What follows belongs to an exercise in optimizing a design on an open flow for small area, a short achievable clock period and few clock cycles; a production flow would make more cautious choices.

## sierra
Design lz77_dec, start of the top module:
module lz77_dec (
    input  wire        clk,
    input  wire        rst,              
    input  wire        start,
    input  wire [15:0] npix,             
    output wire        busy,
    output wire        done,             
    output wire        err,              
    input  wire        in_valid,
    output wire        in_ready,
    input  wire [7:0]  in_byte,
    output wire        out_valid,
    input  wire        out_ready,
    output wire [23:0] out_pixel         
);
Size: about 840 cells after synthesis, ~58 I/O pins, about 0.0082 mm^2 of cells after synthesis.
==> module lz77_dec, before the edit <==
module lz77_dec (
    input  wire        clk,
    input  wire        rst,              
    input  wire        start,
    input  wire [15:0] npix,             
    output wire        busy,
    output wire        done,             
    output wire        err,              
    input  wire        in_valid,
    output wire        in_ready,
    input  wire [7:0]  in_byte,
    output wire        out_valid,
    input  wire        out_ready,
    output wire [23:0] out_pixel         
);
    localparam SW_N = 17;
    reg              busy_r;             
    reg              fin;                
    reg              err_r;
    reg              first;              
    reg [15:0]       prem;               
    reg [3:0]        rs;                 
    reg              t_v;                
    reg              t_copy;             
    reg [3:0]        t_val;              
    reg [3:0]        t_rem;              
    reg [2:0]        t_n;                
    reg              t_err;              
    reg              t_more;             
    reg [7:0]        q;                  
    reg              q_v;
    reg [4*SW_N-1:0] sw;                 
    reg [2:0]        ph3;                
    reg              ov;
    assign done      = busy_r && fin && !ov;
    assign busy      = busy_r && !done;
    assign err       = err_r;
    assign out_valid = ov;
    reg [11:0] pix;
    always @* begin
        pix = ({12{ph3[0]}} & {sw[4*14 +: 4], sw[4*15 +: 4], sw[4*16 +: 4]})
            | ({12{ph3[1]}} & {sw[4*13 +: 4], sw[4*14 +: 4], sw[4*15 +: 4]})
            | ({12{ph3[2]}} & {sw[4*12 +: 4], sw[4*13 +: 4], sw[4*14 +: 4]});
    end
    assign out_pixel = {pix[11:8], 4'h0, pix[7:4], 4'h0, pix[3:0], 4'h0};
    wire       t_last = (t_rem <= 4'd3);
    wire [1:0] n      = {t_n[2] | t_n[1], t_n[2] | t_n[0]};
    wire [4*18-1:0] ws = {sw[4*15 +: 4], sw};
    wire [4*10-1:0] s8 = t_val[3] ? ws[4*8 +: 40] : ws[0 +: 40];
    wire [4*6-1:0]  s4 = t_val[2] ? s8[4*4 +: 24] : s8[0 +: 24];
    wire [4*4-1:0]  s2 = t_val[1] ? s4[4*2 +: 16] : s4[0 +: 16];
    wire [4*3-1:0]  s1 = t_val[0] ? s2[4*1 +: 12] : s2[0 +: 12];
    wire [3:0] x0 = t_copy ? s1[0 +: 4] : t_val;
    wire [3:0] x1 = s1[4 +: 4];
    wire [3:0] x2 = s1[8 +: 4];
    wire out_ok = !ov || out_ready;      
    wire go     = busy_r && !fin && t_v && out_ok;
    wire dec    = busy_r && !fin && t_v && !t_err && out_ok;   
    wire t_free = !t_v || (go && (t_last || t_err));
    assign in_ready = busy_r && !fin && !q_v && (!t_v || t_more);
    wire take_in = in_valid && in_ready;
    wire take_cmd = start && !busy;
    wire [1:0] ph  = {ph3[2], ph3[1]};
    wire [2:0] tot = {1'b0, ph} + {1'b0, n};
    wire       pix_done = dec && (ph3[2] || (ph3[1] && !t_n[0]) || (ph3[0] && t_n[2]));
    wire [2:0] ph3_n = t_n[0] ? {ph3[1:0], ph3[2]}
                     : t_n[1] ? {ph3[0], ph3[2:1]} : ph3;
    wire [15:0] prem_c = {prem[15:3], 3'd0};
    reg  [3:0]  rs_sat;
    always @* begin
        rs_sat = 4'd15;
        if (prem_c == 16'd0 && prem[2:0] == 3'd5)
            rs_sat = 4'd15 - {1'b0, tot};
        else if (prem_c == 16'd0 && prem[2:0] == 3'd6 && tot[2])
            rs_sat = tot[0] ? 4'd13 : 4'd14;
    end
    wire [3:0]  rs_d = (rs == 4'd15) ? rs_sat : rs - {2'b00, n};
    reg  [3:0]  rs_s;                    
    always @* begin
        case (npix[2:0])
            3'd0:    rs_s = 4'd0;
            3'd1:    rs_s = 4'd3;
            3'd2:    rs_s = 4'd6;
            3'd3:    rs_s = 4'd9;
            3'd4:    rs_s = 4'd12;
            default: rs_s = 4'd15;
        endcase
        if (npix[15:3] != 13'd0)
            rs_s = 4'd15;
    end
    wire [7:0] nb = q_v ? q : in_byte;
    wire [3:0] k_oh    = t_v ? {t_n, 1'b0} : 4'b0001;   
    wire [4:0] rs5     = {1'b0, rs};
    wire [4:0] thr     = ({5{k_oh[0]}} & (rs5 - 5'd2)) | ({5{k_oh[1]}} & (rs5 - 5'd3))
                       | ({5{k_oh[2]}} & (rs5 - 5'd4)) | ({5{k_oh[3]}} & (rs5 - 5'd5));
    wire       thr_neg = thr[4];
    wire       first_a = first && !t_v;
    wire       nb_gt   = thr_neg || (!thr[3] && nb[6:4] > thr[2:0]);    
    wire       nb_lt   = !thr_neg && (thr[3] || nb[6:4] < thr[2:0]);    
    wire       lit_lt  = !thr_neg;                                      
    always @(posedge clk) begin
        if (dec) begin
            if (first)
                sw <= {SW_N{t_val}};
            else
                sw <= ({4*SW_N{t_n[0]}} & {x0, sw[4*SW_N-1:4]})
                    | ({4*SW_N{t_n[1]}} & {x1, x0, sw[4*SW_N-1:8]})
                    | ({4*SW_N{t_n[2]}} & {x2, x1, x0, sw[4*SW_N-1:12]});
        end
        if (take_in && !(t_free && !q_v))
            q <= in_byte;
        if (t_free) begin
            t_copy <= nb[7];
            t_val  <= nb[7] ? nb[3:0] : nb[6:3];
            t_rem  <= nb[7] ? {1'b0, nb[6:4]} + 4'd2 : 4'd1;
            t_n    <= !nb[7] ? 3'b001 : (nb[6:4] == 3'd0) ? 3'b010 : 3'b100;
            t_err  <= nb[7] && (first_a || nb_gt);
            t_more <= nb[7] ? (!first_a && nb_lt) : lit_lt;
        end else if (go) begin
            t_rem  <= t_rem - 4'd3;
            t_n    <= (t_rem == 4'd4) ? 3'b001 : (t_rem == 4'd5) ? 3'b010 : 3'b100;
        end
    end
    always @(posedge clk) begin
        if (rst) begin
            busy_r <= 1'b0;
            fin    <= 1'b0;
            err_r  <= 1'b0;
            first  <= 1'b0;
            prem   <= 16'd0;
            rs     <= 4'd0;
            t_v    <= 1'b0;
            q_v    <= 1'b0;
            ph3    <= 3'b001;
            ov     <= 1'b0;
        end else begin
            if (ov && out_ready)
                ov <= 1'b0;
            if (pix_done)
                ov <= 1'b1;
            if (take_cmd) begin
                busy_r <= 1'b1;
                fin    <= (npix == 16'd0);
                err_r  <= 1'b0;
                first  <= 1'b1;
                prem   <= npix;
                rs     <= rs_s;
                t_v    <= 1'b0;
                q_v    <= 1'b0;
                ph3    <= 3'b001;
            end else begin
                if (done)
                    busy_r <= 1'b0;
                if (go) begin
                    if (t_err) begin
                        err_r <= 1'b1;
                        fin   <= 1'b1;
                    end else begin
                        first <= 1'b0;
                        ph3   <= ph3_n;
                        if (pix_done)
                            prem <= prem - 16'd1;
                        rs    <= rs_d;
                        if (rs == {2'b00, n})
                            fin <= 1'b1;
                    end
                end
                if (t_free) begin
                    t_v <= q_v || take_in;
                    q_v <= 1'b0;
                end else if (take_in) begin
                    q_v <= 1'b1;
                end
            end
        end
    end
endmodule
Settings: LEC_CHECK=0, CAP_MARGIN=20, CORE_MARGIN=2, CORE_UTILIZATION=40, CTS_BUF_LIST=sky130_fd_sc_hd__clkbuf_8, CTS_CLUSTER_SIZE=30, SETUP_SLACK_MARGIN=5, SLEW_MARGIN=20; clock period 8.0 ns.
standard.sh (not shown) runs the stock make flow with config.mk's settings and CLKGATE_MAP_FILE= SYNTH_SCRIPT=/design/flow/synth_recipe.tcl, a recipe that flattens the netlist after the stock synthesis.
==> flow/flow/run.sh <==
#!/bin/bash
# The standard layout, with plain buffers (buf_2) on the ports instead of
# the delay-cell buffers that buffer_ports picks by default. The whole
# make output goes to standard.log; ORFS keeps each step's log under orfs/logs.
set -euo pipefail
export BUFFER_PORTS_ARGS="-buffer_cell sky130_fd_sc_hd__buf_2"
bash standard.sh > standard.log 2>&1
sierra did not stop at any stage, and its layout met the timing, design-rule and antenna checks.
Input-level comparison between quartz and sierra:
-- flow/design.v --
<<< sierra, line 91
    wire [7:0] nb = q_v ? q : in_byte;
    wire [3:0] k_oh    = t_v ? {t_n, 1'b0} : 4'b0001;   
    wire [4:0] rs5     = {1'b0, rs};
    wire [4:0] thr     = ({5{k_oh[0]}} & (rs5 - 5'd2)) | ({5{k_oh[1]}} & (rs5 - 5'd3))
                       | ({5{k_oh[2]}} & (rs5 - 5'd4)) | ({5{k_oh[3]}} & (rs5 - 5'd5));
    wire       thr_neg = thr[4];
    wire       first_a = first && !t_v;
    wire       nb_gt   = thr_neg || (!thr[3] && nb[6:4] > thr[2:0]);    
    wire       nb_lt   = !thr_neg && (thr[3] || nb[6:4] < thr[2:0]);    
    wire       lit_lt  = !thr_neg;                                      
    always @(posedge clk) begin
        if (dec) begin
>>> quartz, line 91
    wire [7:0] nb = q_v ? q : in_byte;
    wire [3:0] k_oh    = t_v ? {t_n, 1'b0} : 4'b0001;   
    wire [4:0] len0    = {2'b00, nb[6:4]} + 5'd2;
    wire [4:0] rs5     = {1'b0, rs};
    wire [3:0] gt_k    = {len0 + 5'd3 > rs5, len0 + 5'd2 > rs5,
                          len0 + 5'd1 > rs5, len0 > rs5};
    wire [3:0] lt_k    = {len0 + 5'd3 < rs5, len0 + 5'd2 < rs5,
                          len0 + 5'd1 < rs5, len0 < rs5};
    wire [3:0] llt_k   = {rs5 > 5'd4, rs5 > 5'd3, rs5 > 5'd2, rs5 > 5'd1};
    wire       first_a = first && !t_v;
    wire       nb_gt   = |(gt_k & k_oh);        
    wire       nb_lt   = |(lt_k & k_oh);        
    wire       lit_lt  = |(llt_k & k_oh);       
    always @(posedge clk) begin
        if (dec) begin
### Flow results
Compared quartz against sierra; final-layout setup total negative slack within noise. Compared with sierra, quartz shows a worst path arrival time that is 0.12 ns higher. Number of vias per cell after detailed routing was lower in quartz than in sierra. Taking sierra as the reference, in quartz setup slack went down, total track usage went up 0.55 points, top achievable clock speed dropped about 3.7%, synthesized area per cell lost 0.19 um^2, worst hold slack dropped 0.012 ns. Cell area after layout grows slightly when moving from sierra to quartz.
Function was not checked in any run of this note: the RTL went through the layout flow alone.

[separate check: timing with driven ports]
In the flow no input, the clock included, has a driving cell. The finished layouts below were timed again as built, in two steps.
Step 1: set_driving_cell puts a clkbuf_16 on clk and a buf_2 on each other input, an assumption about the parent block.
Step 2 times the ports against the registers' clock, not the clock port: input delays grow and output delays shrink by t, the midpoint of the rising clock arrivals with the driver on.
Three values: no drivers, after step 1, after step 2; two values: the first two.
run	t (ns)	slack for setup (ns)	worst setup path after step 2	latest minus earliest clock arrival (ns)	cell pins on the clock port's net
sierra	0.484	4.830 / 4.788 / 4.710	input to register	0.015 / 0.014	1
quartz	0.490	4.707 / 4.667 / 4.244	input to register	0.018 / 0.018	1
After both steps every run listed still meets setup and hold. For quartz, which loses most, drivers alone change the setup slack by -0.040 ns; drivers and shift together by -0.463 ns.
